Source: an optimization exercise on an open RTL-to-GDS flow (aim: small area, a short achievable clock period and few clock cycles). Production flows keep margins and buffers that such runs may drop. Function was checked by simulation only, so behaviour that the tests miss may differ from the original. Power figures rest on the tool's default switching activity, not on a simulated workload.

==> inputs of branch raven <==
Design ea_engine, start of the top module:
module ea_engine (
    input  wire        clk,
    input  wire        rst,
    input  wire        req,
    input  wire        we,
    input  wire [1:0]  space,
    input  wire [7:0]  addr,
    input  wire [31:0] wdata,
    output reg  [31:0] rdata,
    output wire        busy
);
==> module ea_rdmux, before the edit <==
module ea_rdmux (
    input  wire [1:0]   space,
    input  wire [7:0]   addr,
    input  wire [7:0]   cmd,
    input  wire [7:0]   status,
    input  wire [11:0]  fault,
    input  wire [15:0]  csacc,
    input  wire [7:0]   cs_in,
    input  wire [7:0]   tx_node,
    input  wire [7:0]   tx_obj,
    input  wire [4:0]   pay_len,
    input  wire [4:0]   tx_len,
    input  wire [15:0]  tx_cs,
    input  wire [7:0]   rx_len,
    input  wire [4:0]   rx_plen,
    input  wire [12:0]  rx_cscalc,
    input  wire [15:0]  rx_csrecv,
    input  wire [7:0]   fld_off,
    input  wire [15:0]  raw16,
    input  wire [31:0]  fld_w32,
    input  wire [31:0]  phys,
    input  wire [31:0]  cal_v,
    input  wire [31:0]  cal_i,
    input  wire [127:0] pay,
    input  wire [167:0] tx,
    input  wire [167:0] rx,
    output reg  [31:0]  rdata
);
    wire [31:0] reg_v [0:19];
    assign reg_v[0]  = {24'h0, cmd};
    assign reg_v[1]  = {24'h0, status};
    assign reg_v[2]  = {16'h0, fault[11:4], 4'h0, fault[3:0]};
    assign reg_v[3]  = {16'h0, csacc};
    assign reg_v[4]  = {24'h0, cs_in};
    assign reg_v[5]  = {24'h0, tx_node};
    assign reg_v[6]  = {24'h0, tx_obj};
    assign reg_v[7]  = {27'h0, pay_len};
    assign reg_v[8]  = {27'h0, tx_len};
    assign reg_v[9]  = {16'h0, tx_cs};
    assign reg_v[10] = {24'h0, rx_len};
    assign reg_v[11] = {27'h0, rx_plen};
    assign reg_v[12] = {19'h0, rx_cscalc};
    assign reg_v[13] = {16'h0, rx_csrecv};
    assign reg_v[14] = {24'h0, fld_off};
    assign reg_v[15] = {16'h0, raw16};
    assign reg_v[16] = fld_w32;
    assign reg_v[17] = phys;
    assign reg_v[18] = cal_v;
    assign reg_v[19] = cal_i;
    wire        a_hi0 = (addr[7:5] == 3'd0);
    wire [31:0] a_dec;                   
    genvar gi;
    generate
        for (gi = 0; gi < 32; gi = gi + 1) begin : g_dec
            assign a_dec[gi] = a_hi0 && (addr[4:0] == gi);
        end
    endgenerate
    wire s_reg = (space == 2'd0);
    wire s_pay = (space == 2'd1);
    wire s_tx  = (space == 2'd2);
    wire s_rx  = (space == 2'd3);
    integer ri;
    always @(*) begin
        rdata = 32'h0;
        for (ri = 0; ri < 20; ri = ri + 1)
            rdata = rdata | (reg_v[ri] & {32{s_reg && a_dec[ri]}});
        for (ri = 0; ri < 16; ri = ri + 1)
            rdata[7:0] = rdata[7:0] | (pay[8*ri +: 8] & {8{s_pay && a_dec[ri]}});
        for (ri = 0; ri < 21; ri = ri + 1)
            rdata[7:0] = rdata[7:0] | (tx[8*ri +: 8] & {8{s_tx && a_dec[ri]}});
        for (ri = 0; ri < 21; ri = ri + 1)
            rdata[7:0] = rdata[7:0] | (rx[8*ri +: 8] & {8{s_rx && a_dec[ri]}});
    end
endmodule
==> flow/config.mk <==
export PLATFORM = sky130hd
export DESIGN_NAME = ea_engine
export DESIGN_NICKNAME = ea_engine
export VERILOG_FILES = /design/flow/design.v
export SDC_FILE = /design/flow/constraint.sdc
export NUM_CORES = 4
export LEC_CHECK = 0
export ABC_AREA = 1
export CAP_MARGIN = 20
export CORE_MARGIN = 2
export CORE_UTILIZATION = 45
export CTS_BUF_LIST = sky130_fd_sc_hd__clkbuf_8
export SETUP_SLACK_MARGIN = 5
export SLEW_MARGIN = 20
export SYNTH_HIERARCHICAL = 1
export TNS_END_PERCENT = 0
==> flow/constraint.sdc <==
create_clock -name core_clock -period 12.0 [get_ports {clk}]
set_input_delay 2.4000 -clock core_clock [delete_from_list [all_inputs] [get_ports {clk}]]
set_output_delay 2.4000 -clock core_clock [all_outputs]
set_load 0.01 [all_outputs]
run.sh (not shown) runs the stock make flow with config.mk's settings and CLKGATE_MAP_FILE= SYNTH_SCRIPT=/design/flow/synth_recipe.tcl, a recipe that flattens the netlist after the stock synthesis.
==> branch xenon: changes against branch raven <==
--- a/flow/design.v
+++ b/flow/design.v
@@ -588,27 +588,21 @@
     assign reg_v[18] = cal_v;
     assign reg_v[19] = cal_i;
-    wire        a_hi0 = (addr[7:5] == 3'd0);
-    wire [31:0] a_dec;                   
-    genvar gi;
-    generate
-        for (gi = 0; gi < 32; gi = gi + 1) begin : g_dec
-            assign a_dec[gi] = a_hi0 && (addr[4:0] == gi);
-        end
-    endgenerate
-    wire s_reg = (space == 2'd0);
-    wire s_pay = (space == 2'd1);
-    wire s_tx  = (space == 2'd2);
-    wire s_rx  = (space == 2'd3);
+    reg [7:0] cand [0:31];
     integer ri;
     always @(*) begin
-        rdata = 32'h0;
-        for (ri = 0; ri < 20; ri = ri + 1)
-            rdata = rdata | (reg_v[ri] & {32{s_reg && a_dec[ri]}});
-        for (ri = 0; ri < 16; ri = ri + 1)
-            rdata[7:0] = rdata[7:0] | (pay[8*ri +: 8] & {8{s_pay && a_dec[ri]}});
-        for (ri = 0; ri < 21; ri = ri + 1)
-            rdata[7:0] = rdata[7:0] | (tx[8*ri +: 8] & {8{s_tx && a_dec[ri]}});
-        for (ri = 0; ri < 21; ri = ri + 1)
-            rdata[7:0] = rdata[7:0] | (rx[8*ri +: 8] & {8{s_rx && a_dec[ri]}});
+        for (ri = 0; ri < 32; ri = ri + 1) begin
+            case (space)
+                2'd0: cand[ri] = (ri < 20) ? reg_v[ri < 20 ? ri : 0][7:0] : 8'd0;
+                2'd1: cand[ri] = (ri < 16) ? pay[8*(ri < 16 ? ri : 0) +: 8] : 8'd0;
+                2'd2: cand[ri] = (ri < 21) ? tx[8*(ri < 21 ? ri : 0) +: 8] : 8'd0;
+                default: cand[ri] = (ri < 21) ? rx[8*(ri < 21 ? ri : 0) +: 8] : 8'd0;
+            endcase
+        end
+        rdata = 32'd0;
+        if (addr[7:5] == 3'd0) begin
+            rdata[7:0] = cand[addr[4:0]];
+            if (space == 2'd0 && addr[4:0] < 5'd20)
+                rdata[31:8] = reg_v[addr[4:0] < 5'd20 ? addr[4:0] : 5'd0][31:8];
+        end
     end
 endmodule
- CTS_BUF_LIST: sky130_fd_sc_hd__clkbuf_8 -> unset
- TNS_END_PERCENT: 0 -> 10
==> branch delta: changes against branch raven <==
- CTS_BUF_LIST: sky130_fd_sc_hd__clkbuf_8 -> unset
- SETUP_SLACK_MARGIN: 5 -> 4.6
==> qor summary <==
item	branch delta	branch raven	branch xenon
Max FO, Critical Path	21	15	13
P_sw	2.071 mW	2.085 mW	2.162 mW
Met3 wire length	80780 µm	83070 µm	79990 µm
Combinational power	0.529 mW	0.543 mW	0.743 mW
Data required time of the worst path	12.39 ns	9.60 ns	12.49 ns
Minimum setup slack in the final design	3.975 ns	4.420 ns	4.481 ns
Number of cell rows	144	144	143
Wire per inst	37.60 µm	37.41 µm	37.53 µm
Proportion of netlist area held by the largest area contributor	0.2192	0.2192	0.2228
Outcome	no timing/DRC/antenna violations	no timing/DRC/antenna violations	no timing/DRC/antenna violations
Wire length reported by the detailed router	431400 µm	434900 µm	428200 µm
Vias in the first global route	67546	68243	67290
Clock tree skew after final layout	0.06301 ns	0.08588 ns	0.04791 ns
Placed Instances	11128	11128	10917
Hold path endpoint	sc_q[2]$_DFF_P_	sc_q[7]$_DFF_P_	sc_q[4]$_DFF_P_
Flop-to-flop setup slack	4.24 ns	4.54 ns	4.48 ns
Clock-pin transition on the worst setup and hold timing paths	0.06 ns	0.06 ns	0.07 ns
Worst Hold Slack	0.3939 ns	0.3953 ns	0.3945 ns
Simple-gate share of the synthesized area	0.2656	0.2656	0.2527
Testbench counts of branch raven, summed over its fixed seeds: cycles 12,639.
Testbench counts of branch xenon, summed over its fixed seeds: cycles 12,639.
Testbench counts of branch delta, summed over its fixed seeds: cycles 12,639.

## afterwards: timing with drivers on the ports
No port has a modelled driver above. Below, the same layouts with a new extraction and two added sets of constraints.
Step 1 assumes that a clkbuf_16 drives the clock port and a buf_2 every other input.
Step 2 adds t to the input delays and takes it off the output delays; t is the mean of the earliest and latest rising clock arrival at the registers after step 1. Input paths then give back, and output paths get back, about the clock's delay inside the block.
Slacks: ideal / step 1 / step 2; pairs: ideal / step 1.
run | t, ns | setup slack, ns | worst setup path at the end
branch raven | 1.071 | 4.420 / 4.358 / 3.782 | input to register
branch xenon | 0.879 | 4.481 / 4.481 / 3.780 | input to register
branch delta | 0.881 | 3.975 / 4.048 / 3.167 | input to register
After both steps setup and hold are still met in every run listed. For branch delta, which loses most, drivers alone change the setup slack by +0.073 ns; drivers and shift together by -0.808 ns.
